This design comes from an exercise in tuning for small area on the open sky130 flow, not from production work. Function was not checked in any run shown here: the RTL went through the layout flow alone. Power and IR drop assume default switching activity.

## design/flow/flow/run.sh

```bash
#!/bin/bash
# Standard layout (the standard.sh, standard synthesis), with the port
# buffers that global placement inserts made of sky130_fd_sc_hd__buf_1 and
# one tie cell per constant value.
set -euo pipefail
export BUFFER_PORTS_ARGS="-buffer_cell sky130_fd_sc_hd__buf_1"
export SKIP_REPAIR_TIE_FANOUT=1
bash standard.sh > standard.log 2>&1
```

## design/flow/constraint.sdc

```tcl
create_clock -name core_clock -period 7.0 [get_ports {clk}]
set_input_delay 1.4000 -clock core_clock [delete_from_list [all_inputs] [get_ports {clk}]]
set_output_delay 1.4000 -clock core_clock [all_outputs]
set_load 0.01 [all_outputs]
```

## design/flow/standard.sh

```bash
#!/bin/bash
# synth_recipe.tcl (not shown) runs the flow's synth.tcl, then flattens the netlist and writes it again
# the make line also repeats each setting of config.mk as NAME=value (left out here)
make -C /OpenROAD-flow-scripts/flow DESIGN_CONFIG=/design/flow/config.mk WORK_HOME=/design/flow/orfs CLKGATE_MAP_FILE= SYNTH_SCRIPT=/design/flow/synth_recipe.tcl "${@:-finish}"
```

## design/flow/design.v

```verilog
module lhce_parse (
    input  wire        clk,
    input  wire        rst,           
    input  wire        start,
    input  wire [3:0]  op,
    input  wire [15:0] src_addr,
    input  wire [15:0] src_len,
    input  wire [31:0] ph_src,
    input  wire [31:0] ph_dst,
    output wire        busy,
    output reg         done,
    output wire        mem_rd,
    output wire [9:0]  mem_addr,
    input  wire [31:0] mem_rdata,
    output wire [3:0]  err_code,
    output wire [3:0]  err_sub,
    output wire [31:0] r_csum,
    output wire [31:0] r_csum_field,
    output wire [31:0] r_ip_len,
    output wire [31:0] r_ip_misc,
    output wire [31:0] r_ip_src,
    output wire [31:0] r_ip_dst,
    output wire [31:0] r_ip_hdr,
    output wire [31:0] r_ip_chk,
    output wire [31:0] r_tcp_ports,
    output wire [31:0] r_tcp_seq,
    output wire [31:0] r_tcp_ack,
    output wire [31:0] r_tcp_ctl,
    output wire [31:0] r_tcp_csum,
    output wire [31:0] r_tcp_hdr,
    output wire [31:0] r_pay,
    output wire [31:0] r_out
);
    localparam [3:0] S_IDLE  = 4'd0;
    localparam [3:0] S_PRE   = 4'd1;    
    localparam [3:0] S_TINIT = 4'd2;    
    localparam [3:0] S_TAIL  = 4'd3;    
    localparam [3:0] S_PS    = 4'd4;    
    localparam [3:0] S_K6    = 4'd5;    
    localparam [3:0] S_TSUM  = 4'd6;    
    localparam [3:0] S_FLUSH = 4'd7;    
    localparam [3:0] S_ISUM  = 4'd8;    
    localparam [3:0] S_CAP   = 4'd9;    
    reg  [3:0]  st;
    reg  [2:0]  opk;       
    reg  [11:0] c_addr;    
    reg  [15:0] c_len;     
    reg  [3:0]  ihl;       
    reg         zq;        
    reg  [12:0] O;         
    reg  [4:0]  k;         
    reg  [15:0] R;         
    reg         cy;        
    reg         sw;        
    reg         addq;      
    reg  [1:0]  lane;      
    reg         m;         
    reg         tok;       
    wire [7:0]  C [0:29];  
    reg  [2:0]  ec, es;
    wire [15:0] q_calc;   wire q_match; wire q_present; wire [15:0] q_field;
    wire [3:0]  q_ihl;    wire [15:0] q_tl; wire [15:0] q_hcs; wire [7:0] q_ttl;
    wire [31:0] q_src, q_dst; wire [11:0] q_ipa; wire [15:0] q_ipcalc; wire q_ipm;
    wire [31:0] q_ports, q_seq, q_ack; wire [15:0] q_win; wire [3:0] q_doff; wire [5:0] q_flags;
    wire [15:0] q_urg, q_cs; wire [12:0] q_L; wire [11:0] q_sa;
    wire [4:0]  q_hdw;  wire [12:0] q_outl; wire [11:0] q_outa;
    wire fr   = (opk == 3'd7);
    wire ipc  = (opk == 3'd3);
    wire tcpc = (opk == 3'd4);
    wire ct   = (opk == 3'd2);
    wire csum = (opk == 3'd1) | ct;
    wire ipg  = fr | ipc;
    assign busy = (st != S_IDLE);
    reg [7:0] mb;
    always @(*) begin
        case (lane)
            2'd0: mb = mem_rdata[7:0];
            2'd1: mb = mem_rdata[15:8];
            2'd2: mb = mem_rdata[23:16];
            default: mb = mem_rdata[31:24];
        endcase
    end
    wire [5:0]  hl  = {ihl, 2'b00};
    wire [15:0] L   = {c_len[15:2] - {10'd0, ihl}, c_len[1:0]};
    wire sum_st = (st == S_PS) | (st == S_TSUM) | (st == S_ISUM);
    wire [12:0] E = (st == S_PS)  ? 13'd20 :
                    ((st == S_ISUM) & ipg) ? {7'd0, hl} : c_len[12:0];
    wire at_end = (O == E);
    wire align  = (sw == O[0]);
    wire skip   = (st == S_ISUM) ? (O[12:1] == 12'd5) :
                  (st == S_TSUM) ? (ct & (O[12:1] == 12'd8)) : 1'b0;
    wire pre_end = (k == 5'd12);
    wire iss_pre = (st == S_PRE) & ~pre_end;
    wire iss_sum = sum_st & ~at_end & align;
    wire iss_cap = (st == S_CAP) & (k != 5'd31) & ~((k == 5'd0) & ~align);
    wire iss     = iss_pre | iss_sum | iss_cap;
    wire [12:0] addr = {1'b0, c_addr} + O;
    assign mem_rd   = iss;
    assign mem_addr = addr[11:2];
    wire       k6inj = (st == S_K6) & ~sw;
    wire [7:0] ain = (addq ? mb : 8'd0) | ((st == S_TAIL) ? C[29] : 8'd0) |
                     {5'd0, k6inj, k6inj, 1'b0};
    wire [8:0] asum = {1'b0, R[7:0]} + {1'b0, ain} + {8'd0, cy};
    wire [15:0] p_tl  = {C[6], C[5]};
    wire [3:0]  p_ihl = C[8][3:0];
    wire [5:0]  p_hl  = {p_ihl, 2'b00};
    wire [4:0]  p_hl4 = {1'b0, p_ihl} + {4'd0, fr};     
    wire [16:0] n_tl  = {1'b0, c_len} - {1'b0, p_tl};   
    wire        tl_over = n_tl[16] | (n_tl[15:2] == 14'd0);
    reg  [2:0]  pre_c, pre_s;
    always @(*) begin
        pre_c = 3'd2; pre_s = 3'd0;
        if (fr && {C[10], C[9]} != 16'h0800)    begin pre_c = 3'd1; pre_s = 3'd1; end
        else if (fr && c_len < 16'd24)           pre_s = 3'd1;
        else if (p_ihl < 4'd5)                   pre_s = 3'd2;
        else if (mb != 8'd6)                     pre_s = 3'd3;
        else if (C[8][7:4] != 4'd4)              pre_s = 3'd4;
        else if ({10'd0, p_hl} > p_tl)           pre_s = 3'd5;
        else if ({9'd0, p_hl4, 2'b00} > c_len)   pre_s = 3'd6;
        else if (fr && tl_over)                  pre_s = 3'd7;
    end
    wire [3:0]  doffn = C[17][7:4];
    wire [5:0]  doffb = {doffn, 2'b00};
    wire        doff_big = (L[15:6] == 10'd0) & (doffb > L[5:0]);
    wire        sum_ok = (fr ? tok : (R == 16'hFFFF)) & ({C[13], C[12]} != 16'hFFFF);
    wire        doff_ok = (doffn >= 4'd5) & ~doff_big;
    wire [15:0] calc    = ~{R[7:0], R[15:8]};
    wire        eq      = (mb == ~R[7:0]);
    wire [16:0] rng = {1'b0, src_addr} + {1'b0, src_len};
    wire        op_ok = (op == 4'd1) | (op == 4'd2) | (op == 4'd3) | (op == 4'd4) | (op == 4'd7);
    wire commit = (st == S_CAP) & (k == 5'd31);
    wire tcp_pass = sum_ok & doff_ok;
    wire c_csum = commit & csum;
    wire c_ip   = commit & (ipc | (fr & tcp_pass));
    wire c_tcp  = commit & (tcpc | fr) & tcp_pass;
    wire c_fr   = commit & fr & tcp_pass;
    reg  [167:0] cql;       
    reg  [7:0]   cq29;     
    wire [63:0]  cm;       
    wire         idle = (st == S_IDLE);
    always @(posedge clk) begin
        cql <= {cql[159:0], mb & {8{~zq}}};
        cq29 <= cm[63:56];
    end
    lhce_rreg #(64) u_tail (.clk(clk), .e1(idle), .e0(~idle),
        .d({ph_src, ph_dst}), .q(cm), .h({cm[55:0], cql[167:160]}));
    genvar gi;
    generate
        for (gi = 0; gi < 21; gi = gi + 1) begin : g_ch
            assign C[gi] = cql[8*gi+7:8*gi];
        end
        for (gi = 21; gi < 29; gi = gi + 1) begin : g_cm
            assign C[gi] = cm[8*(gi-21)+7:8*(gi-21)];
        end
    endgenerate
    assign C[29] = cq29;
    reg       fin;
    reg [2:0] fec, fes;
    always @(*) begin
        fin = 1'b0; fec = 3'd0; fes = 3'd0;
        case (st)
        S_IDLE: if (start) begin
            fin = 1'b1;
            if (!op_ok)                                  begin fec = 3'd7; fes = 3'd1; end
            else if (rng > 17'd4096)                     begin fec = 3'd6; fes = 3'd1; end
            else if (op[2:0] == 3'd3 && src_len < 16'd20) begin fec = 3'd2; fes = 3'd1; end
            else if (op[2:0] == 3'd4 && src_len < 16'd20) begin fec = 3'd3; fes = 3'd1; end
            else if (op[2:0] == 3'd7 && src_len < 16'd4)  begin fec = 3'd1; fes = 3'd2; end
            else fin = 1'b0;
        end
        S_PRE:   begin fin = pre_end & (pre_s != 3'd0); fec = pre_c; fes = pre_s; end
        S_TINIT: begin fin = fr & (L < 16'd20); fec = 3'd3; fes = 3'd1; end
        S_CAP:   begin
            fin = commit;
            if (csum | ipc | tcp_pass) begin fec = 3'd0; fes = 3'd0; end
            else if (!sum_ok)          begin fec = 3'd3; fes = 3'd2; end
            else                       begin fec = 3'd3; fes = 3'd3; end
        end
        default: ;
        endcase
    end
    lhce_rreg #(6) u_err (.clk(clk), .e1(fin & ~rst), .e0(~fin & ~rst),
        .d({fec, fes}), .q({ec, es}), .h({ec, es}));
    always @(posedge clk) begin
        R    <= {asum[7:0], R[15:8]};
        cy   <= asum[8];
        sw   <= ~sw;
        addq <= iss_sum & ~skip;
        lane <= addr[1:0];
        done <= fin & ~rst;
        if (iss) O <= O + 13'd1;
        case (st)
        S_IDLE: begin
            opk    <= op[2:0];
            c_addr <= src_addr[11:0];
            c_len  <= src_len;
            ihl    <= 4'd0;
            zq     <= ((op[2:0] == 3'd1) && src_len < 16'd12) ||
                      ((op[2:0] == 3'd2) && src_len < 16'd18);
            O      <= (op[2:0] == 3'd7) ? 13'd2 : (op[2:0] == 3'd3) ? 13'h1FFE : 13'd0;
            k      <= 5'd0;
            R      <= 16'd0;
            cy     <= 1'b0;
            if (start & ~fin)
                st <= (op[2:0] == 3'd1) ? S_ISUM :
                      (op[2:0] == 3'd2 || op[2:0] == 3'd4) ? S_TINIT : S_PRE;
        end
        S_PRE: if (!pre_end) begin
            k <= k + 5'd1;
            if (k == 5'd11) O <= {10'd0, fr, 2'b00};
        end else begin
            ihl    <= p_ihl;
            c_len  <= p_tl;
            c_addr <= addr[11:0];    
            O <= 13'd0; R <= 16'd0; cy <= 1'b0;
            st <= fin ? S_IDLE : fr ? S_TINIT : S_ISUM;
        end
        S_TINIT: begin
            R  <= {L[7:0], L[15:8]};
            cy <= 1'b0;
            sw <= 1'b1;
            k  <= 5'd0;
            O  <= 13'd12;
            st <= fin ? S_IDLE : fr ? S_PS : S_TAIL;
        end
        S_TAIL: begin
            k <= k + 5'd1;
            if (k == 5'd7) st <= S_K6;
        end
        S_PS: if (at_end) st <= S_K6;
        S_K6: if (!sw) begin st <= S_TSUM; O <= {7'd0, hl}; end
        S_TSUM: if (at_end) begin
            k <= 5'd0;
            O <= {7'd0, hl};
            st <= fr ? S_FLUSH : S_CAP;
        end
        S_FLUSH: begin
            k <= k + 5'd1;
            if (k == 5'd3) begin
                tok <= (R == 16'hFFFF);
                R   <= 16'd0; cy <= 1'b0;
                st  <= S_ISUM; O <= 13'd0;
            end
        end
        S_ISUM: if (at_end) begin
            st <= S_CAP; O <= {7'd0, hl}; k <= 5'd0;
        end
        S_CAP: begin
            if (iss_cap) begin
                k <= k + 5'd1;
                if (k == 5'd19) O <= ct ? 13'd16 : 13'd10;
                if (k == 5'd29) O <= ct ? 13'd14 : 13'd8;
                if (k == 5'd30) O <= {7'd0, hl};    
            end
            if (k == 5'd21) m <= eq;
            if (k == 5'd22) m <= m & eq;
            if (commit) st <= S_IDLE;
        end
        default: st <= S_IDLE;
        endcase
        if (rst) begin
            st <= S_IDLE;
            sw <= 1'b0;
        end
    end
    wire e1_cs = c_csum & ~rst;  wire e0_cs = ~c_csum & ~rst;
    wire e1_ip = c_ip   & ~rst;  wire e0_ip = ~c_ip   & ~rst;
    wire e1_tc = c_tcp  & ~rst;  wire e0_tc = ~c_tcp  & ~rst;
    wire e1_fr = c_fr   & ~rst;  wire e0_fr = ~c_fr   & ~rst;
    lhce_rreg #(34) u_cs (.clk(clk), .e1(e1_cs), .e0(e0_cs),
        .d({calc, m & ~zq, ~zq, C[9], C[8]}),
        .q({q_calc, q_match, q_present, q_field}), .h({q_calc, q_match, q_present, q_field}));
    lhce_rreg #(137) u_ip (.clk(clk), .e1(e1_ip), .e0(e0_ip),
        .d({ihl, c_len, C[9], C[8], mb, C[7], C[6], C[5], C[4],
            C[3], C[2], C[1], C[0], c_addr, calc, m}),
        .q({q_ihl, q_tl, q_hcs, q_ttl, q_src, q_dst, q_ipa, q_ipcalc, q_ipm}), .h({q_ihl, q_tl, q_hcs, q_ttl, q_src, q_dst, q_ipa, q_ipcalc, q_ipm}));
    lhce_rreg #(179) u_tc (.clk(clk), .e1(e1_tc), .e0(e0_tc),
        .d({C[29], C[28], C[27], C[26], C[25], C[24], C[23], C[22],
            C[21], C[20], C[19], C[18], C[15], C[14], doffn, C[16][5:0],
            C[11], C[10], C[13], C[12], L[12:0], addr[11:0]}),
        .q({q_ports, q_seq, q_ack, q_win, q_doff, q_flags, q_urg, q_cs, q_L, q_sa}), .h({q_ports, q_seq, q_ack, q_win, q_doff, q_flags, q_urg, q_cs, q_L, q_sa}));
    wire [11:0] outa = {c_addr[11:2] - 10'd1, c_addr[1:0]};
    wire [12:0] outl = {c_len[12:2] + 11'd1, c_len[1:0]};
    wire [4:0]  hdw  = {1'b0, ihl} + {1'b0, doffn} + 5'd1;
    lhce_rreg #(30) u_fr (.clk(clk), .e1(e1_fr), .e0(e0_fr),
        .d({hdw, outl, outa}), .q({q_hdw, q_outl, q_outa}), .h({q_hdw, q_outl, q_outa}));
    wire [12:0] q_paya = {{1'b0, q_outa[11:2]} + {6'd0, q_hdw}, q_outa[1:0]};
    wire [11:0] q_payl = {q_outl[11:2] - {5'd0, q_hdw}, q_outl[1:0]};
    wire ipv = |q_ihl;
    wire [15:0] ip_seg = {q_tl[15:2] - {10'd0, q_ihl}, q_tl[1:0]};
    assign err_code     = {1'b0, ec};
    assign err_sub      = {1'b0, es};
    assign r_csum       = {14'd0, q_match, q_present, q_calc};
    assign r_csum_field = {16'd0, q_field};
    assign r_ip_len     = {5'd0, ipv, 2'd0, 2'd0, q_ihl, 2'd0, q_tl};
    assign r_ip_misc    = {q_hcs, 5'd0, ipv, ipv, 1'b0, q_ttl};
    assign r_ip_src     = q_src;
    assign r_ip_dst     = q_dst;
    assign r_ip_hdr     = {ip_seg, 4'd0, q_ipa};
    assign r_ip_chk     = {15'd0, q_ipm, q_ipcalc};
    assign r_tcp_ports  = q_ports;
    assign r_tcp_seq    = q_seq;
    assign r_tcp_ack    = q_ack;
    assign r_tcp_ctl    = {q_win, 2'd0, q_doff, 2'd0, 2'd0, q_flags};
    assign r_tcp_csum   = {q_urg, q_cs};
    assign r_tcp_hdr    = {3'd0, q_L, 4'd0, q_sa};
    assign r_pay        = {4'd0, q_payl, 3'd0, q_paya};
    assign r_out        = {3'd0, q_outl, 4'd0, q_outa};
endmodule
module lhce_rreg #(
    parameter W = 8
) (
    input  wire         clk,
    input  wire         e1,
    input  wire         e0,
    input  wire [W-1:0] d,
    input  wire [W-1:0] h,
    output reg  [W-1:0] q
);
    always @(posedge clk) q <= (d & {W{e1}}) | (h & {W{e0}});
endmodule
```

## design/flow/config.mk

```make
export PLATFORM = sky130hd
export DESIGN_NAME = lhce_parse
export DESIGN_NICKNAME = lhce_parse
export VERILOG_FILES = /design/flow/design.v
export SDC_FILE = /design/flow/constraint.sdc
export NUM_CORES = 4
export LEC_CHECK = 0
export CAP_MARGIN = 20
export CORE_MARGIN = 2
export CORE_UTILIZATION = 40
export CTS_CLUSTER_DIAMETER = 90
export CTS_CLUSTER_SIZE = 30
export PLACE_DENSITY = 0.6
export SLEW_MARGIN = 20
export SYNTH_HIERARCHICAL = 1
export SYNTH_MINIMUM_KEEP_SIZE = 0
```

==> summary.md, run 1 <==
| Metric | Value |
|---|---|
| Slew headroom | 0.3393 |
| Post-detailed-route via-to-cell ratio | 5.593 |
| Startpoint kind of the worst setup timing path | flip-flop |
| Floorplan die width | ~270 um |
| Portion of the post-synthesis area used by sequential elements | 0.5168 |
| Mapped Nets | between 2000 and 3000 |
| Path length in cells of the critical path | 14 |
| Count of pins over their slew limit | 0 |
| Die ar. | 72790 sq um |
| Pin count of the biggest net entering global routing | around 170 |
| Clock H-tree levels | 2 |
| Cell types with the largest area share after synthesis | dfxtp_1 47%, a22o_1 14%, edfxtp_1 4.6% |
| Start point of the worst min-delay path | cql[138]$_DFF_P_ |
| Cell row count | between 90 and 100 |
| Count of buffers inserted at the top-level ports | 572 |
| Mean routed wirelength per cell | 24.61 um |
| Iter 0 DRT Violations | 1664 |
| Share of final-layout standard cells stronger than drive strength 1 | 0.04886 |
| Number of library cell types mapped by synthesis | 95 |
| Share of Yosys cell area claimed by the top area cell type | 0.4711 |
| Critical Path Max Stage Delay | roughly 0.9 ns |
| GRT Total Usage | 0.2521 |
| Worst VDD drop | ~0.20 mV |
| Max-cap violation count | 0 |
| Min cycle time layout | 5.116 ns |
| Overall power of the completed layout | 0.01011 W |
| Final Setup Violations | 0 |
| Total number of nets in the final design | around 3200 |
| Sequence of cells on the critical path | ha_1 -> nor2b_1 -> o31a_1 -> or2_2 -> ha_1 -> and4_1 -> a21oi_1 -> a21o_1 -> nor2_1 -> a21oi_2 -> buf_4 -> o31a_2 -> buf_4 -> a22o_1 |
| Dominant delay contributor by cell family on the critical path | compound AO/OA/AOI/OAI gates |
| Clock latency on the worst-skew pair | 0.61 ns |
| Hold Violations, Final | 0 |
| Die H | 269.8 um |
| Non-filler cells, final | 3891 |
| Post-synthesis instance area | 28260 sq um |
| Number of flops mapped to enable cells by yosys | 43 |
| Synthesis warning total | 13 |
| Share of async-settable or async-resettable flops after synthesis | 0 |
| RSZ-0062 raised after global routing | no |
| Clock buffers created by TritonCTS | 36 |
| Area of the core region | ~70000 sq um |
| Worst-margin pin slew | 0.9911 ns |
| DRC errors left | 0 |
| Status | complete, no violations |
| Most used flip-flop cell after synthesis | dfxtp_1 |
| Total placed instance area | about 30000 sq um |
| Cell type with the highest aggregate area in the netlist | dfxtp_1 |
| Length in cells of the worst reg-to-reg path | 14 |
| Placer congestion estimate | 0.9109 |
| Quantity of gates resized following cts | 0 |
| Total number of vias | 21764 |
| Synthesis-to-layout area growth | 10.18% |
| Initial Util | 0.4035 |
| Number of instances in the synthesized netlist | 2552 |
| Detail Route Antenna Nets | 0 |
| Vias in the first global route | roughly 21000 |
| Final design instance area without fill | 31140 sq um |
| Fmax | 195.4 MHz |
| First drt pass iteration count | 6 |
| CTS sink cnt | 708 |
| Required time of the critical path | 7.55 ns |
| Hold Path Class | flip-flop to flip-flop |
| DP HPWL | 71660 um |
| Number of buffers on the longest clock path | 3 |
| Post-Route WL | 95760 um |
| Number of antenna violations at the first check in global routing | 2 |
| Arrival time reported for the critical path endpoint | approximately 5.7 ns |
| Clk root buf | clkbuf_16 |
| Hold Crit Depth | 0 |
| Type of the worst setup path | flip-flop to flip-flop |
| Total setup buffers inserted after CTS | 0 |
| CTS clk-pin slew, worst paths | 0.11 ns |
| Final sum of negative setup slack | 0 ns |
| Endpoint type of the worst setup path | flip-flop |
| Hold Buf Count CTS | 0 |
| Reg-to-reg critical path startpoint | c_len[3]$_DFFE_PP_ |
| Power per standard cell area | 324.8 nW/um^2 |
| Launching element of the worst setup path | c_len[3]$_DFFE_PP_ |
| Buffers & Inverters on Critical Path | 2 |
| Worst path slowest cell | o31a_2 |
| TritonCTS clock tree | yes |
| Register bit count reported by yosys | 708 |
| Final Skew | 0.03969 ns |
| Worst-path maximum fanout | 39 |
| Filler cell count in the final layout | 6730 |
| Period utilisation layout | 0.7309 |
| Overflow left after global routing | 0 |
| Global-route wire length before repair | 140600 um |
| Placed Cells incl. Taps | approximately 3800 |
| I/O pin count | roughly 670 |
| Mapped Avg Cell Area | 11.07 sq um |
| Leakage Power | 12.14 nW |
## flip-flops by register name, summed over array words and instances, names as in the netlist, 2 cells and up
name	cells
cql	168
R	16
opk	3
u_tc.q	179
u_ip.q	137
O	13
st	4
c_len	16
c_addr	12
k	5
lane	2
u_tail.q	64
u_cs.q	34
ihl	4
u_err.q	6
u_fr.q	30
cq29	8
## cell usage after synthesis (10+ instances only)
cell type,count
nand2b_1,18
nor4_1,19
o22ai_1,13
o21a_1,13
o211ai_1,10
a21o_1,33
xnor2_1,58
a31oi_1,10
nor3_1,43
dfxtp_1,665
and3_1,13
and2_1,20
o31ai_1,10
xor2_1,51
buf_6,71
a211oi_1,11
ha_1,94
a22o_1,454
buf_2,36
nor2b_1,16
or3_1,11
o21ai_0,64
buf_4,117
nand2_1,121
edfxtp_1,43
inv_1,103
a21oi_1,55
clkbuf_1,30
nor2_1,96
nand3_1,36
nand4_1,24
## cell families (layout without fill, tap and decap cells)
group	after synthesis	count (layout)	synth area share
AO/OA/AOI/OAI	764	764	0.2167
XOR/XNOR	109	109	0.03378
adder cells (fa/ha/maj)	103	103	0.04799
buffers and inverters	365	760	0.08448
flip-flops	708	708	0.5168
multiplexers	19	19	0.01063
other	1	5	0.0001327
AND/OR/NAND/NOR	483	483	0.08948
## through the flow
| stage | hold WS, ns | util | setup WS, ns |
|---|---|---|---|
| floorplan | 0.3096 | - | 2.389 |
| global placement | 0.3104 | 0.4266 | 1.748 |
| detailed placement | 0.3147 | 0.4266 | 1.535 |
| CTS | 0.3402 | 0.4444 | 1.897 |
| global route | 0.3493 | 0.4446 | 1.724 |
| finish | 0.3373 | 0.4446 | 1.884 |
## path summary, 6_finish.rpt
kind / end / slack (ns)
setup / recovery: u_ip.q[68]$_DFF_P_ / 1.88
hold / removal: cql[146]$_DFF_P_ / 0.34
setup reg to reg: u_ip.q[68]$_DFF_P_ / 1.88
hold reg to reg: cql[146]$_DFF_P_ / 0.34
## layer usage
layer,vias to the layer above,wire length (um),track usage
met5,-,0,0
met4,0,2747,0.07251
met1,10774,42390,0.3418
li1,10004,-,-
met2,853,44150,0.4108
met3,133,6477,0.04587
## report_power, final
part / internal (W) / switching, W
clock: 0.00107 / 0.00148
sequential: 0.00474 / 0.000811
combinational: 0.000753 / 0.00126
total: 0.00657 / 0.00354
## cells in the final DEF (no fill, tap or decap), drive strengths merged, types with 40 or more instances in the layout
cell type	netlist	final
dfxtp	665	665
buf	231	598
a22o	457	457
nand2	121	121
inv	103	109
nor2	96	96
ha	94	94
o21ai	69	69
xnor2	58	58
a21oi	55	55
xor2	51	51
edfxtp	43	43
nor3	43	43
clkbuf	30	40
## layout make-up
class                   count  area, sq um  share of cell area
clock inverters            18        289.0            0.009282
repair buffers            598         2380             0.07643
inverters                 104        390.4             0.01254
clock buffers              40        958.4             0.03078
diodes                      4        10.01           0.0003215
flip-flops and latches    708        14600              0.4690
multi-input cells        1479        11330              0.3639
well taps                 940         1176             0.03777
==> run 2, diff against run 1 <==
--- a/design/flow/design.v
+++ b/design/flow/design.v
@@ -41,6 +41,7 @@
     localparam [3:0] S_FLUSH = 4'd7;    
     localparam [3:0] S_ISUM  = 4'd8;    
     localparam [3:0] S_CAP   = 4'd9;    
+    localparam [3:0] S_RCHK  = 4'd10;   
     reg  [3:0]  st;
     reg  [2:0]  opk;       
     reg  [11:0] c_addr;    
@@ -56,6 +57,7 @@
     reg  [1:0]  lane;      
     reg         m;         
     reg         tok;       
+    reg         rbig;      
     wire [7:0]  C [0:29];  
     reg  [2:0]  ec, es;
     wire [15:0] q_calc;   wire q_match; wire q_present; wire [15:0] q_field;
@@ -104,19 +106,17 @@
     wire [15:0] p_tl  = {C[6], C[5]};
     wire [3:0]  p_ihl = C[8][3:0];
     wire [5:0]  p_hl  = {p_ihl, 2'b00};
-    wire [4:0]  p_hl4 = {1'b0, p_ihl} + {4'd0, fr};     
-    wire [16:0] n_tl  = {1'b0, c_len} - {1'b0, p_tl};   
-    wire        tl_over = n_tl[16] | (n_tl[15:2] == 14'd0);
+    wire        tl_over = p_tl > c_len;
     reg  [2:0]  pre_c, pre_s;
     always @(*) begin
         pre_c = 3'd2; pre_s = 3'd0;
         if (fr && {C[10], C[9]} != 16'h0800)    begin pre_c = 3'd1; pre_s = 3'd1; end
-        else if (fr && c_len < 16'd24)           pre_s = 3'd1;
+        else if (fr && c_len < 16'd20)           pre_s = 3'd1;
         else if (p_ihl < 4'd5)                   pre_s = 3'd2;
         else if (mb != 8'd6)                     pre_s = 3'd3;
         else if (C[8][7:4] != 4'd4)              pre_s = 3'd4;
         else if ({10'd0, p_hl} > p_tl)           pre_s = 3'd5;
-        else if ({9'd0, p_hl4, 2'b00} > c_len)   pre_s = 3'd6;
+        else if ({10'd0, p_hl} > c_len)          pre_s = 3'd6;
         else if (fr && tl_over)                  pre_s = 3'd7;
     end
     wire [3:0]  doffn = C[17][7:4];
@@ -126,7 +126,10 @@
     wire        doff_ok = (doffn >= 4'd5) & ~doff_big;
     wire [15:0] calc    = ~{R[7:0], R[15:8]};
     wire        eq      = (mb == ~R[7:0]);
-    wire [16:0] rng = {1'b0, src_addr} + {1'b0, src_len};
+    wire big_in = (src_addr[15:13] != 3'd0) || (src_addr[12] && src_addr[11:0] != 12'd0) ||
+                  (src_len[15:13] != 3'd0)  || (src_len[12] && src_len[11:0] != 12'd0) ||
+                  (src_addr[12] && src_len != 16'd0);
+    wire rng_bad = rbig | (addr[12] & (addr[11:0] != 12'd0));
     wire        op_ok = (op == 4'd1) | (op == 4'd2) | (op == 4'd3) | (op == 4'd4) | (op == 4'd7);
     wire commit = (st == S_CAP) & (k == 5'd31);
     wire tcp_pass = sum_ok & doff_ok;
@@ -134,38 +137,39 @@
     wire c_ip   = commit & (ipc | (fr & tcp_pass));
     wire c_tcp  = commit & (tcpc | fr) & tcp_pass;
     wire c_fr   = commit & fr & tcp_pass;
-    reg  [167:0] cql;       
-    reg  [7:0]   cq29;     
+    reg  [159:0] cql;      
+    reg  [15:0]  cqh;      
     wire [63:0]  cm;       
     wire         idle = (st == S_IDLE);
     always @(posedge clk) begin
-        cql <= {cql[159:0], mb & {8{~zq}}};
-        cq29 <= cm[63:56];
+        cql <= {cql[151:0], mb & {8{~zq}}};
+        cqh <= {cqh[7:0], cm[63:56]};
     end
     lhce_rreg #(64) u_tail (.clk(clk), .e1(idle), .e0(~idle),
-        .d({ph_src, ph_dst}), .q(cm), .h({cm[55:0], cql[167:160]}));
+        .d({ph_src, ph_dst}), .q(cm), .h({cm[55:0], cql[159:152]}));
     genvar gi;
     generate
-        for (gi = 0; gi < 21; gi = gi + 1) begin : g_ch
+        for (gi = 0; gi < 20; gi = gi + 1) begin : g_ch
             assign C[gi] = cql[8*gi+7:8*gi];
         end
-        for (gi = 21; gi < 29; gi = gi + 1) begin : g_cm
-            assign C[gi] = cm[8*(gi-21)+7:8*(gi-21)];
+        for (gi = 20; gi < 28; gi = gi + 1) begin : g_cm
+            assign C[gi] = cm[8*(gi-20)+7:8*(gi-20)];
         end
     endgenerate
-    assign C[29] = cq29;
+    assign C[28] = cqh[7:0];
+    assign C[29] = cqh[15:8];
     reg       fin;
     reg [2:0] fec, fes;
     always @(*) begin
         fin = 1'b0; fec = 3'd0; fes = 3'd0;
         case (st)
-        S_IDLE: if (start) begin
+        S_IDLE: begin fin = start & ~op_ok; fec = 3'd7; fes = 3'd1; end
+        S_RCHK: begin
             fin = 1'b1;
-            if (!op_ok)                                  begin fec = 3'd7; fes = 3'd1; end
-            else if (rng > 17'd4096)                     begin fec = 3'd6; fes = 3'd1; end
-            else if (op[2:0] == 3'd3 && src_len < 16'd20) begin fec = 3'd2; fes = 3'd1; end
-            else if (op[2:0] == 3'd4 && src_len < 16'd20) begin fec = 3'd3; fes = 3'd1; end
-            else if (op[2:0] == 3'd7 && src_len < 16'd4)  begin fec = 3'd1; fes = 3'd2; end
+            if (rng_bad)                           begin fec = 3'd6; fes = 3'd1; end
+            else if (ipc  && c_len < 16'd20)       begin fec = 3'd2; fes = 3'd1; end
+            else if (tcpc && c_len < 16'd20)       begin fec = 3'd3; fes = 3'd1; end
+            else if (fr   && c_len < 16'd4)        begin fec = 3'd1; fes = 3'd2; end
             else fin = 1'b0;
         end
         S_PRE:   begin fin = pre_end & (pre_s != 3'd0); fec = pre_c; fes = pre_s; end
@@ -194,16 +198,21 @@
             opk    <= op[2:0];
             c_addr <= src_addr[11:0];
             c_len  <= src_len;
-            ihl    <= 4'd0;
+            ihl    <= {3'd0, op[2:0] == 3'd7};    
             zq     <= ((op[2:0] == 3'd1) && src_len < 16'd12) ||
                       ((op[2:0] == 3'd2) && src_len < 16'd18);
-            O      <= (op[2:0] == 3'd7) ? 13'd2 : (op[2:0] == 3'd3) ? 13'h1FFE : 13'd0;
-            k      <= 5'd0;
-            R      <= 16'd0;
-            cy     <= 1'b0;
-            if (start & ~fin)
-                st <= (op[2:0] == 3'd1) ? S_ISUM :
-                      (op[2:0] == 3'd2 || op[2:0] == 3'd4) ? S_TINIT : S_PRE;
+            rbig   <= big_in;
+            O      <= src_len[12:0];                     
+            if (start & ~fin) st <= S_RCHK;
+        end
+        S_RCHK: begin
+            c_len <= L;
+            ihl   <= 4'd0;
+            O     <= fr ? 13'd2 : ipc ? 13'h1FFE : 13'd0;
+            k     <= 5'd0;
+            R     <= 16'd0;
+            cy    <= 1'b0;
+            st    <= fin ? S_IDLE : (opk == 3'd1) ? S_ISUM : (ct | tcpc) ? S_TINIT : S_PRE;
         end
         S_PRE: if (!pre_end) begin
             k <= k + 5'd1;
--- a/design/flow/config.mk
+++ b/design/flow/config.mk
@@ -7,10 +7,10 @@
 export LEC_CHECK = 0
 export CAP_MARGIN = 20
 export CORE_MARGIN = 2
-export CORE_UTILIZATION = 40
+export CORE_UTILIZATION = 60
 export CTS_CLUSTER_DIAMETER = 90
 export CTS_CLUSTER_SIZE = 30
-export PLACE_DENSITY = 0.6
+export PLACE_DENSITY = 0.75
 export SLEW_MARGIN = 20
 export SYNTH_HIERARCHICAL = 1
 export SYNTH_MINIMUM_KEEP_SIZE = 0
==> summary.md, run 2 <==
| Metric | Value |
|---|---|
| Vias in the first global route | 20007 |
| Iter 0 DRT Violations | 1945 |
| Clock H-tree levels | 1 |
| DP HPWL | 64210 um |
| Pin count of the biggest net entering global routing | 126 |
| Clock latency on the worst-skew pair | 0.62 ns |
| Leakage Power | 11.60 nW |
| Floorplan die width | 217.5 um |
| Biggest register | u_tc.q |
| Footprint of the flip-flops and latches | 14630 sq um |
| Final Setup Violations | 0 |
| Hold Violations, Final | 0 |
| Total setup buffers inserted after CTS | 0 |
| GRT Total Usage | 0.3530 |
| CTS clk-pin slew, worst paths | 0.11 ns |
| Top cells by instance count after synthesis | 665 x dfxtp_1, 454 x a22o_1, 119 x buf_4, 119 x inv_1, 93 x nand2_1 |
| RSZ-0062 raised after global routing | no |
| Most common cell after layout, fill and taps aside | dfxtp_1 |
| Detail Route Antenna Nets | 0 |
| Synthesis warning total | 13 |
| Post-detailed-route via-to-cell ratio | 6.154 |
| Registers with the most flip-flops | u_tc.q (179), cql (160), u_ip.q (137) |
| Max-cap violation count | 0 |
| Post-Route WL | 87020 um |
| Synthesis-to-layout area growth | 7.592% |
| Most used flip-flop cell after synthesis | dfxtp_1 |
| Portion of the post-synthesis area used by sequential elements | 0.5349 |
| Status | complete, no violations |
| Most numerous cell in the Yosys netlist | dfxtp_1 |
| Share of async-settable or async-resettable flops after synthesis | 0 |
| Placer congestion estimate | 0.9636 |
| Total number of vias | 21040 |
| Most frequent cells in the layout | 665 x dfxtp_1, 572 x buf_1, 454 x a22o_1, 118 x inv_1, 92 x nand2_1 |
| Mean routed wirelength per cell | around 25 um |
| Worst-path maximum fanout | approximately 110 |
| Post-synthesis instance area | 27360 sq um |
| Min cycle time layout | 5.522 ns |
| Number of buffers on the longest clock path | 3 |
| Hold Path Class | flip-flop to flip-flop |
| Critical Path Max Stage Delay | 0.97 ns |
| Filler cell count in the final layout | 3701 |
| Required time of the critical path | 7.57 ns |
| Mapped Nets | 2653 |
| Clk root buf | clkbuf_16 |
| Hold slack final | 0.3375 ns |
| Worst VDD drop | 0.2710 mV |
| I/O pin count | around 670 |
| Mapped Avg Cell Area | 11.25 sq um |
| Worst-margin pin slew | 1.239 ns |
| Startpoint kind of the worst setup timing path | flip-flop |
| Area of the core region | 45190 sq um |
| Cell type with the highest aggregate area in the netlist | dfxtp_1 |
| Count of buffers inserted at the top-level ports | approximately 570 |
| Area used by multi-input combinational logic | about 10000 sq um |
| Quantity of gates resized following cts | 0 |
| Period utilisation layout | 0.7889 |
| Power per standard cell area | 426.1 nW/um^2 |
| CTS sink cnt | 709 |
| Endpoint type of the worst setup path | flip-flop |
| Total number of nets in the final design | 3022 |
| Clock buffers created by TritonCTS | 29 |
| Number of flops mapped to enable cells by yosys | 44 |
| Number of library cell types mapped by synthesis | 86 |
| Flip-flop count of the largest register after layout | 179 |
| Count of pins over their slew limit | 0 |
| Fraction of the core area covered by cells at the end of the flow | 0.6514 |
| Register bit count reported by yosys | between 700 and 800 |
| Share of final-layout standard cells stronger than drive strength 1 | 0.03698 |
| TritonCTS clock tree | yes |
| Hold Buf Count CTS | 0 |
| Global-route wire length before repair | 127000 um |
| Number of instances in the synthesized netlist | between 2000 and 2500 |
| Die ar. | 47320 sq um |
| Share of Yosys cell area claimed by the top area cell type | 0.4866 |
| Type of the worst setup path | flip-flop to flip-flop |
| Cell row count | between 70 and 80 |
| Final sum of negative setup slack | 0 ns |
| Fmax | roughly 180 MHz |
| Overflow left after global routing | 0 |
| Arrival time reported for the critical path endpoint | just over 6 ns |
| DRC errors left | 0 |
| First drt pass iteration count | 6 |
| Worst path slowest cell | xnor2_1 |
| Sequence of cells on the critical path | inv_1 -> ha_1 -> inv_1 -> fa_1 -> xnor2_1 -> ha_1 -> nand3_1 -> o22ai_1 -> o311ai_2 -> a21oi_1 -> a21oi_4 -> buf_12 -> a22o_1 |
| Die H | 217.5 um |
| Number of antenna violations at the first check in global routing | 7 |
| Slew headroom | 0.1681 |
| Cell types with the largest area share after synthesis | dfxtp_1 49%, a22o_1 15%, edfxtp_1 4.8% |
| Initial Util | 0.6054 |
| Final Skew | around 0.021 ns |
==> run 2: cell types whose count changed after synthesis, moves of 7 or more <==
cell | previous run | this run
nand2_1 | 121 | 93
nor2_1 | 96 | 71
a21oi_1 | 55 | 77
a21o_1 | 33 | 17
ha_1 | 94 | 78
inv_1 | 103 | 119
a22oi_1 | 2 | 16
and2_1 | 20 | 10
nor4_1 | 19 | 29
o21a_1 | 13 | 5
or2_2 | 8 | 0
xor2_1 | 51 | 43
mux2_2 | 8 | 1
==> run 2: worst paths after layout <==
path	from	end	slack [ns]	cells after the start
worst min register to register	cql[138]$_DFF_P_	cql[146]$_DFF_P_	0.34	0
worst max-delay path	c_len[2]$_DFFE_PP_	u_ip.q[20]$_DFF_P_	1.48	13
worst max register to register	c_len[2]$_DFFE_PP_	u_ip.q[20]$_DFF_P_	1.48	13
worst min-delay path	cql[138]$_DFF_P_	cql[146]$_DFF_P_	0.34	0
==> run 2: power by group <==
part | internal, W | switching (W) | leakage (nW)
clock network | 0.000786 | 0.00126 | 0.405
registers | 0.00512 | 0.00119 | 5.90
logic | 0.00144 | 0.00274 | 5.30
total | 0.00735 | 0.00519 | 11.6
==> run 2: kinds of logic (layout without fill, tap and decap cells) <==
kind of cell,Yosys count,after routing,synth area share
AO/OA/AOI/OAI,745,745,0.2160
flip-flops,709,709,0.5349
AND/OR/NAND/NOR,400,400,0.07766
buffers and inverters,379,759,0.08978
XOR/XNOR,103,103,0.03297
adder cells (fa/ha/maj),86,86,0.04153
multiplexers,9,9,0.006997
other,1,8,0.0001371
==> run 2: per-stage QoR <==
step | setup slack, ns | std cells | total power [W] | area [sq um]
floorplan | 3.197 | 2432 | 0.008953 | 27360
global placement | 1.802 | 3369 | 0.01036 | 28540
detailed placement | 1.713 | 3369 | 0.01043 | 28550
CTS | 1.686 | 3411 | 0.01244 | 29390
global route | 1.352 | 3417 | 0.01313 | 29430
finish | 1.478 | 3419 | 0.01254 | 29430
==> run 2: critical path, delay by kind of cell, from the launching register on <==
family | cells | cell delay (ns)
buffers and inverters | 3 | 0.86
flip-flops | 1 | 0.54
AND/OR/NAND/NOR | 1 | 0.09
adder cells (fa/ha/maj) | 3 | 1.05
XOR/XNOR | 1 | 0.97
AO/OA/AOI/OAI | 5 | 1.88
==> run 2: per-layer routing <==
metal | routed length (um) | share of wire | vias to the layer above | track usage
met3 | 7067 | 0.081 | 172 | 0.06974
met5 | 10 | 0.00011 | - | 0
met2 | 40490 | 0.47 | 980 | 0.5625
li1 | - | - | 9543 | -
met4 | 3884 | 0.045 | 2 | 0.1532
met1 | 35570 | 0.41 | 10343 | 0.4684
==> run 2: layout make-up <==
type,instances,area share
diodes,7,0.0005951
well taps,600,0.02550
clock buffers,34,0.02529
clock inverters,8,0.003103
inverters,119,0.01518
repair buffers,598,0.08111
multi-input cells,1344,0.3520
flip-flops and latches,709,0.4972
==> run 3, diff against run 2 <==
--- a/design/flow/config.mk
+++ b/design/flow/config.mk
@@ -7,10 +7,10 @@
 export LEC_CHECK = 0
 export CAP_MARGIN = 20
 export CORE_MARGIN = 2
-export CORE_UTILIZATION = 60
+export CORE_UTILIZATION = 75
 export CTS_CLUSTER_DIAMETER = 90
 export CTS_CLUSTER_SIZE = 30
-export PLACE_DENSITY = 0.75
+export PLACE_DENSITY = 0.88
 export SLEW_MARGIN = 20
 export SYNTH_HIERARCHICAL = 1
 export SYNTH_MINIMUM_KEEP_SIZE = 0
==> summary.md, run 3 <==
| Metric | Value |
|---|---|
| Fraction of the core area covered by cells at the end of the flow | 0.8129 |
| Number of library cell types mapped by synthesis | 86 |
| First drt pass iteration count | 6 |
| Final sum of negative setup slack | 0 ns |
| Mean routed wirelength per cell | 28.04 um |
| Number of instances in the synthesized netlist | 2432 |
| Period utilisation layout | 0.7700 |
| Non-filler cells, final | around 3300 |
| Overflow left after global routing | 0 |
| Quantity of gates resized following cts | 0 |
| Pin count of the biggest net entering global routing | 106 |
| I/O pin count | 668 |
| DP HPWL | ~67000 um |
| Clock latency on the worst-skew pair | between 0.6 and 0.7 ns |
| Global-route wire length before repair | 135100 um |
| Worst-path maximum fanout | 24 |
| Status | complete, no violations |
| Filler cell count in the final layout | ~2100 |
| Flip-flop count of the largest register after layout | 179 |
| Final Setup Violations | 0 |
| Power per standard cell area | 431.7 nW/um^2 |
| Placer congestion estimate | approximately 1.0 |
| Share of Yosys cell area claimed by the top area cell type | 0.4866 |
| Max-cap violation count | 0 |
| Clock H-tree levels | 1 |
| Number of antenna violations at the first check in global routing | 7 |
| Vias in the first global route | about 22000 |
| Hold Path Class | flip-flop to flip-flop |
| Final critical-path setup slack | between 1.5 and 2 ns |
| Post-Route WL | a little over 90000 um |
| Floorplan die width | 195.0 um |
| Register bit count reported by yosys | 709 |
| Endpoint type of the worst setup path | output port |
| Mapped Nets | 2653 |
| Iter 0 DRT Violations | 2525 |
| Number of buffers on the longest clock path | 3 |
| Share of async-settable or async-resettable flops after synthesis | 0 |
| Fmax | 185.5 MHz |
| Total number of vias | 22355 |
| Clk root buf | clkbuf_16 |
| CTS sink cnt | 709 |
| Die H | 195.0 um |
| R2R Setup Slk | around 1.7 ns |
| Minimum setup slack after placement | 1.977 ns |
| Required time of the critical path | 5.60 ns |
| Cell type with the highest aggregate area in the netlist | dfxtp_1 |
| DRC errors left | 0 |
| Top cells by instance count after synthesis | 665 x dfxtp_1, 454 x a22o_1, 119 x buf_4, 119 x inv_1, 93 x nand2_1 |
| Placed Cells incl. Taps | 3221 |
| Area used by multi-input combinational logic | between 10000 and 15000 sq um |
| Footprint of the flip-flops and latches | 14630 sq um |
| Most common cell after layout, fill and taps aside | dfxtp_1 |
| CTS clk-pin slew, worst paths | 0.12 ns |
| GRT Total Usage | 0.4643 |
| Post-synthesis instance area | 27360 sq um |
| Detail Route Antenna Nets | 0 |
| Most used flip-flop cell after synthesis | dfxtp_1 |
| Count of buffers inserted at the top-level ports | 572 |
| Startpoint kind of the worst setup timing path | flip-flop |
| Type of the worst setup path | flip-flop to output port |
| Die ar. | 38020 sq um |
| Most numerous cell in the Yosys netlist | dfxtp_1 |
| Worst-margin pin slew | 1.165 ns |
| RSZ-0062 raised after global routing | no |
| Final Skew | around 0.023 ns |
| Count of pins over their slew limit | 0 |
| Area of the core region | 35740 sq um |
| Cell types with the largest area share after synthesis | dfxtp_1 49%, a22o_1 15%, edfxtp_1 4.8% |
| Initial Util | 0.7654 |
| Biggest register | u_tc.q |
| Leakage Power | approximately 11 nW |
| Worst VDD drop | 0.2697 mV |
| Share of final-layout standard cells stronger than drive strength 1 | 0.03145 |
| Hold Violations, Final | 0 |
| Min cycle time layout | 5.390 ns |
| Synthesis-to-layout area growth | 6.197% |
| TritonCTS clock tree | yes |
| Total number of nets in the final design | 3010 |
| Registers with the most flip-flops | u_tc.q (179), cql (160), u_ip.q (137) |
| Cell row count | 69 |
| Hold Buf Count CTS | 0 |
| Number of flops mapped to enable cells by yosys | 44 |
| Arrival time reported for the critical path endpoint | 3.99 ns |
| Slew headroom | 0.2215 |
| Overall power of the completed layout | 0.01254 W |
| Portion of the post-synthesis area used by sequential elements | 0.5349 |
| Synthesis warning total | 13 |
| Post-detailed-route via-to-cell ratio | ~6.8 |
| Total setup buffers inserted after CTS | 0 |
| Most frequent cells in the layout | 665 x dfxtp_1, 572 x buf_1, 454 x a22o_1, 118 x inv_1, 92 x nand2_1 |
| Clock buffers created by TritonCTS | 27 |
| Mapped Avg Cell Area | between 10 and 15 sq um |
==> run 3: cell counts after synthesis <==
No cell type changed its count.
==> run 3: routing by layer <==
layer / up-vias / share of wire / track usage
met5: - / 0.00031 / 0
met3: 374 / 0.12 / 0.1180
met4: 4 / 0.066 / 0.2528
met2: 1697 / 0.45 / 0.7216
met1: 10779 / 0.37 / 0.5988
li1: 9501 / - / -
==> run 3: cells by family (layout without fill, tap and decap cells) <==
kind of cell | count (synthesis) | in the layout | synth area share
AO/OA/AOI/OAI | 745 | 745 | 0.2160
XOR/XNOR | 103 | 103 | 0.03297
adder cells (fa/ha/maj) | 86 | 86 | 0.04153
buffers and inverters | 379 | 745 | 0.08978
flip-flops | 709 | 709 | 0.5349
multiplexers | 9 | 9 | 0.006997
other | 1 | 8 | 0.0001371
AND/OR/NAND/NOR | 400 | 400 | 0.07766
==> run 3: through the flow <==
step	hold slack (ns)	area, sq um
global route	0.3445	29040
global placement	0.3098	28290
detailed placement	0.3121	28300
finish	0.3371	29050
floorplan	0.3096	27360
CTS	0.3367	29020
==> run 3: layout make-up <==
cell class	instances	share of cell area
Multi-Input combinational cell	1344	0.3571
Antenna cell	7	0.0006029
Tap cell	461	0.01985
Timing Repair Buffer	588	0.07847
Clock inverter	2	0.0004737
Clock buffer	36	0.02442
Sequential cell	709	0.5037
Inverter	119	0.01537
==> run 3: final timing paths <==
| check | start | endpoint | depth (start not counted) |
|---|---|---|---|
| min | cql[135]$_DFF_P_ | cql[143]$_DFF_P_ | 0 |
| max reg2reg | c_len[2]$_DFFE_PP_ | u_ip.q[113]$_DFF_P_ | 16 |
| max | st[3]$_SDFFE_PP0P_ | mem_rd | 7 |
| min reg2reg | cql[135]$_DFF_P_ | cql[143]$_DFF_P_ | 0 |
==> run 3: critical path: stages, from the launching register on <==
cell and delay (ns):
dfxtp_1 0.99, and4b_1 0.60, a211oi_1 0.19, or3_1 0.38, a211oi_2 0.27, o211ai_2 0.28, a311o_4 0.48, buf_1 0.20
==> run 3: report_power, final <==
group          switching (W)  internal (W)  total [W]  leakage [nW]
logic                0.00279       0.00143    0.00422          5.24
clock network        0.00120      0.000721    0.00192         0.352
registers            0.00128       0.00512    0.00640          5.90
total                0.00527       0.00727     0.0125          11.5
==> run 4, diff against run 3 <==
--- a/design/flow/design.v
+++ b/design/flow/design.v
@@ -83,7 +83,10 @@
         endcase
     end
     wire [5:0]  hl  = {ihl, 2'b00};
-    wire [15:0] L   = {c_len[15:2] - {10'd0, ihl}, c_len[1:0]};
+    wire [15:0] L;         
+    lhce_rip #(.W(14), .NB(4), .SUB(1)) u_L (.a(c_len[15:2]), .b(ihl), .ci(1'b1),
+        .s(L[15:2]), .co());
+    assign L[1:0] = c_len[1:0];
     wire sum_st = (st == S_PS) | (st == S_TSUM) | (st == S_ISUM);
     wire [12:0] E = (st == S_PS)  ? 13'd20 :
                     ((st == S_ISUM) & ipg) ? {7'd0, hl} : c_len[12:0];
@@ -288,15 +291,32 @@
             C[21], C[20], C[19], C[18], C[15], C[14], doffn, C[16][5:0],
             C[11], C[10], C[13], C[12], L[12:0], addr[11:0]}),
         .q({q_ports, q_seq, q_ack, q_win, q_doff, q_flags, q_urg, q_cs, q_L, q_sa}), .h({q_ports, q_seq, q_ack, q_win, q_doff, q_flags, q_urg, q_cs, q_L, q_sa}));
-    wire [11:0] outa = {c_addr[11:2] - 10'd1, c_addr[1:0]};
-    wire [12:0] outl = {c_len[12:2] + 11'd1, c_len[1:0]};
-    wire [4:0]  hdw  = {1'b0, ihl} + {1'b0, doffn} + 5'd1;
+    wire [11:0] outa;      
+    wire [12:0] outl;      
+    wire [4:0]  hdw;       
+    lhce_rip #(.W(10), .NB(0), .SUB(1)) u_outa (.a(c_addr[11:2]), .b(1'b0), .ci(1'b0),
+        .s(outa[11:2]), .co());
+    assign outa[1:0] = c_addr[1:0];
+    lhce_rip #(.W(11), .NB(0), .SUB(0)) u_outl (.a(c_len[12:2]), .b(1'b0), .ci(1'b1),
+        .s(outl[12:2]), .co());
+    assign outl[1:0] = c_len[1:0];
+    lhce_rip #(.W(4), .NB(4), .SUB(0)) u_hdw (.a(ihl), .b(doffn), .ci(1'b1),
+        .s(hdw[3:0]), .co(hdw[4]));
     lhce_rreg #(30) u_fr (.clk(clk), .e1(e1_fr), .e0(e0_fr),
         .d({hdw, outl, outa}), .q({q_hdw, q_outl, q_outa}), .h({q_hdw, q_outl, q_outa}));
-    wire [12:0] q_paya = {{1'b0, q_outa[11:2]} + {6'd0, q_hdw}, q_outa[1:0]};
-    wire [11:0] q_payl = {q_outl[11:2] - {5'd0, q_hdw}, q_outl[1:0]};
+    wire [12:0] q_paya;    
+    wire [11:0] q_payl;    
+    lhce_rip #(.W(10), .NB(5), .SUB(0)) u_paya (.a(q_outa[11:2]), .b(q_hdw), .ci(1'b0),
+        .s(q_paya[11:2]), .co(q_paya[12]));
+    assign q_paya[1:0] = q_outa[1:0];
+    lhce_rip #(.W(10), .NB(5), .SUB(1)) u_payl (.a(q_outl[11:2]), .b(q_hdw), .ci(1'b1),
+        .s(q_payl[11:2]), .co());
+    assign q_payl[1:0] = q_outl[1:0];
     wire ipv = |q_ihl;
-    wire [15:0] ip_seg = {q_tl[15:2] - {10'd0, q_ihl}, q_tl[1:0]};
+    wire [15:0] ip_seg;    
+    lhce_rip #(.W(14), .NB(4), .SUB(1)) u_seg (.a(q_tl[15:2]), .b(q_ihl), .ci(1'b1),
+        .s(ip_seg[15:2]), .co());
+    assign ip_seg[1:0] = q_tl[1:0];
     assign err_code     = {1'b0, ec};
     assign err_sub      = {1'b0, es};
     assign r_csum       = {14'd0, q_match, q_present, q_calc};
@@ -328,3 +348,48 @@
 );
     always @(posedge clk) q <= (d & {W{e1}}) | (h & {W{e0}});
 endmodule
+module lhce_rip #(
+    parameter W   = 8,
+    parameter NB  = 4,
+    parameter SUB = 0
+) (
+    input  wire [W-1:0]  a,
+    input  wire [(NB > 0 ? NB : 1)-1:0] b,
+    input  wire          ci,
+    output wire [W-1:0]  s,
+    output wire          co
+);
+    wire [W:0] c;
+    assign c[0] = ci;
+    genvar i;
+    generate
+        for (i = 0; i < W; i = i + 1) begin : g
+            if (i < NB) begin : f
+                lhce_fa u (.a(a[i]), .b(SUB ? ~b[i] : b[i]), .ci(c[i]), .s(s[i]), .co(c[i+1]));
+            end else if (SUB) begin : d
+                lhce_dec u (.a(a[i]), .ci(c[i]), .s(s[i]), .co(c[i+1]));
+            end else begin : h
+                lhce_inc u (.a(a[i]), .ci(c[i]), .s(s[i]), .co(c[i+1]));
+            end
+        end
+    endgenerate
+    assign co = c[W];
+endmodule
+module lhce_fa (input wire a, input wire b, input wire ci, output wire s, output wire co);
+    assign s  = a ^ b ^ ci;
+    assign co = (a & b) | (a & ci) | (b & ci);
+endmodule
+module lhce_dec (input wire a, input wire ci, output wire s, output wire co);
+    lhce_xnor u_s (.a(a), .b(ci), .y(s));
+    lhce_or   u_c (.a(a), .b(ci), .y(co));
+endmodule
+module lhce_xnor (input wire a, input wire b, output wire y);
+    assign y = ~(a ^ b);
+endmodule
+module lhce_or (input wire a, input wire b, output wire y);
+    assign y = a | b;
+endmodule
+module lhce_inc (input wire a, input wire ci, output wire s, output wire co);
+    assign s  = a ^ ci;
+    assign co = a & ci;
+endmodule
--- a/design/flow/config.mk
+++ b/design/flow/config.mk
@@ -7,10 +7,10 @@
 export LEC_CHECK = 0
 export CAP_MARGIN = 20
 export CORE_MARGIN = 2
-export CORE_UTILIZATION = 75
+export CORE_UTILIZATION = 60
 export CTS_CLUSTER_DIAMETER = 90
 export CTS_CLUSTER_SIZE = 30
-export PLACE_DENSITY = 0.88
+export PLACE_DENSITY = 0.75
 export SLEW_MARGIN = 20
 export SYNTH_HIERARCHICAL = 1
 export SYNTH_MINIMUM_KEEP_SIZE = 0
==> summary.md, run 4 <==
| Metric | Value |
|---|---|
| Status | complete, no violations |
| Type of the worst setup path | flip-flop to output port |
| Hold Violations, Final | 0 |
| Placed Cells incl. Taps | 3286 |
| Mapped Avg Cell Area | 11.53 sq um |
| TritonCTS clock tree | yes |
| Cell row count | 77 |
| Max-cap violation count | 0 |
| Post-synthesis instance area | around 27000 sq um |
| Placer congestion estimate | 0.9587 |
| Reg-to-reg critical path startpoint | c_len[2]$_DFFE_PP_ |
| Length in cells of the worst reg-to-reg path | 22 |
| Required time of the critical path | 5.60 ns |
| Initial Util | 0.6078 |
| Net switching power | roughly 0.0047 W |
| Minimum setup slack after placement | 0.3235 ns |
| Final sum of negative setup slack | 0 ns |
| Net Sw Frac | 0.3952 |
| Count of pins over their slew limit | 0 |
| Clock buffers created by TritonCTS | 28 |
| Clock latency on the worst-skew pair | around 0.64 ns |
| Iter 0 DRT Violations | 2216 |
| Proportion of power drawn by flip-flops and latches | 0.522 |
| DRC errors left | 0 |
| Number of instances in the synthesized netlist | 2331 |
| Hold slack final | 0.3362 ns |
| Launching element of the worst setup path | u_ip.q[133]$_DFF_P_ |
| Final Setup Violations | 0 |
| Footprint of the flip-flops and latches | 14630 sq um |
| Clock network fraction of total power | 0.169 |
| Hold Path Class | flip-flop to flip-flop |
| Number of buffers on the longest clock path | 3 |
| Number of antenna violations at the first check in global routing | 1 |
| Filler cell count in the final layout | 3604 |
| Worst-path maximum fanout | 4 |
| Worst VDD drop | 0.2668 mV |
| Leakage Power | 11.35 nW |
| Power per standard cell area | 408.9 nW/um^2 |
| Share of final-layout standard cells stronger than drive strength 1 | 0.04241 |
| Overflow left after global routing | 0 |
| Detail Route Antenna Nets | 0 |
| Total number of nets in the final design | ~3000 |
| Registers with the most flip-flops | u_tc.q (179), cql (160), u_ip.q (137) |
| Most common cell after layout, fill and taps aside | dfxtp_1 |
| Die H | roughly 220 um |
| Start point of the worst min-delay path | cql[136]$_DFF_P_ |
| Mean routed wirelength per cell | approximately 24 um |
| Post-detailed-route via-to-cell ratio | 6.143 |
| Final Skew | 0.04512 ns |
| Biggest register | u_tc.q |
| GRT Total Usage | 0.3335 |
| End point of the critical path | r_ip_hdr[31] |
| I/O pin count | 668 |
| Vias in the first global route | 19224 |
| Clock H-tree levels | 1 |
| Synthesis-to-layout area growth | 8.938% |
| Worst-margin pin slew | about 1.1 ns |
| Endpoint type of the worst setup path | output port |
| DP HPWL | 60340 um |
| CTS clk-pin slew, worst paths | 0.11 ns |
| Die ar. | approximately 47000 sq um |
| Min cycle time layout | between 6 and 7 ns |
| RSZ-0062 raised after global routing | no |
| Floorplan die width | 215.7 um |
| Overall power of the completed layout | 0.01197 W |
| Area of the core region | 44220 sq um |
| Slew headroom | 0.2725 |
| Mapped Nets | 2560 |
| Non-filler cells, final | 3330 |
| Most frequent cells in the layout | 665 x dfxtp_1, 572 x buf_1, 454 x a22o_1, 122 x nand2_1, 79 x inv_1 |
| R2R Setup Slk | 0.26 ns |
| Clk root buf | clkbuf_16 |
| Final critical-path setup slack | ~0.23 ns |
| Period utilisation layout | 0.9675 |
| Flip-flop count of the largest register after layout | around 180 |
| Global-route wire length before repair | 120400 um |
| Count of buffers inserted at the top-level ports | 572 |
| Synthesis warning total | 13 |
| Startpoint kind of the worst setup timing path | flip-flop |
| Arrival time reported for the critical path endpoint | 5.37 ns |
| Area used by multi-input combinational logic | 10050 sq um |
| Combinational power share | 0.309 |
| First drt pass iteration count | 6 |
| Fmax | 147.7 MHz |
| Post-Route WL | 81250 um |
| Internal power | 0.007243 W |
| Total number of vias | 20456 |
| CTS sink cnt | 709 |
| Pin count of the biggest net entering global routing | 110 |
| End of the worst register-to-register path | u_tc.q[147]$_DFF_P_ |
-- run 4: critical path: stages, from the launching register on --
cell and delay (ns):
dfxtp_1 0.45, inv_1 0.09, fa_1 0.41, fa_1 0.40, fa_1 0.40, fa_1 0.40
or2_1 0.26, or2_1 0.25, or2_1 0.26, or2_1 0.25, or2_1 0.25, or2_1 0.26
or2_1 0.26, or2_1 0.25, or2_1 0.24, xnor2_1 0.14, buf_1 0.16
-- run 4: how the worst min path moves through the flow --
stage | end | slack, ns | cells after the start
floorplan | cql[142]$_DFF_P_ | 0.31 | 0
global placement | cql[145]$_DFF_P_ | 0.31 | 0
detailed placement | cql[146]$_DFF_P_ | 0.31 | 0
CTS | cql[144]$_DFF_P_ | 0.34 | 0
global route | cql[144]$_DFF_P_ | 0.34 | 0
finish | cql[144]$_DFF_P_ | 0.34 | 0
-- run 4: timing repair --
item                       in CTS  in global routing
setup endpoints to repair       0                 96
hold buffers                    0                  0
resized for setup               0                  2
buffers inserted                0                  1
-- run 4: metrics by stage --
| step | util | instance area [sq um] |
|---|---|---|
| 6_report | 0.6621 | 29280 |
| 3_5_place_dp | 0.6426 | 28410 |
| 3_3_place_gp | 0.6426 | 28410 |
| 4_1_cts | 0.6612 | 29240 |
| 2_1_floorplan | - | 26880 |
| 5_1_grt | 0.6620 | 29270 |
-- run 4: final cells by class --
class | count | share of cell area
diodes | 3 | 0.0002564
clock buffers | 36 | 0.02568
well taps | 592 | 0.02530
flip-flops and latches | 709 | 0.4998
repair buffers | 619 | 0.09290
inverters | 81 | 0.01038
clock inverters | 4 | 0.002436
multi-input cells | 1286 | 0.3433
-- run 4: metal layers --
layer  part of all wire  vias to the layer above  global-route usage  wire length, um
met5                  0                        -                   0                0
met4              0.035                        0              0.1087             2844
met3              0.096                      170             0.07188             7774
met2               0.46                     1044              0.5298            36990
met1               0.41                    10018              0.4550            33640
li1                   -                     9224                   -                -
-- run 4: power groups by stage --
stage                     Clock (W)  Combinational [W]  Sequential, W
after floorplan                   0            0.00291        0.00571
after global placement            0            0.00351        0.00629
after detailed placement          0            0.00360        0.00631
after CTS                   0.00203            0.00362        0.00623
after global routing        0.00218            0.00400        0.00636
final                       0.00202            0.00370        0.00626

[re-timing with driven ports]
No port has a modelled driver above. Below, the same layouts with a new extraction and two added sets of constraints. Step 1: set_driving_cell puts a clkbuf_16 on clk and a buf_2 on each other input, an assumption about the parent block. Step 2, shift: input delay + t, output delay - t, t = (earliest + latest rising clock arrival at the registers) / 2. This alone moves slack from input paths to output paths. Three values: ideal, step 1, step 2; two values: the first two.
run	t (ns)	setup WS [ns]	hold WS [ns]	latest minus earliest clock arrival (ns)
run 1	0.658	1.884 / 1.829 / 1.484	0.337 / 0.337 / 0.337	0.040 / 0.040
run 2	0.673	1.478 / 1.478 / 1.478	0.338 / 0.338 / 0.338	0.021 / 0.021
run 3	0.657	1.610 / 1.551 / 1.680	0.337 / 0.337 / 0.337	0.024 / 0.024
run 4	0.677	0.228 / 0.168 / 0.259	0.336 / 0.336 / 0.336	0.046 / 0.046
After both steps every run listed still meets setup and hold. For run 1, which loses most, drivers alone change the setup slack by -0.055 ns; drivers and shift together by -0.400 ns.
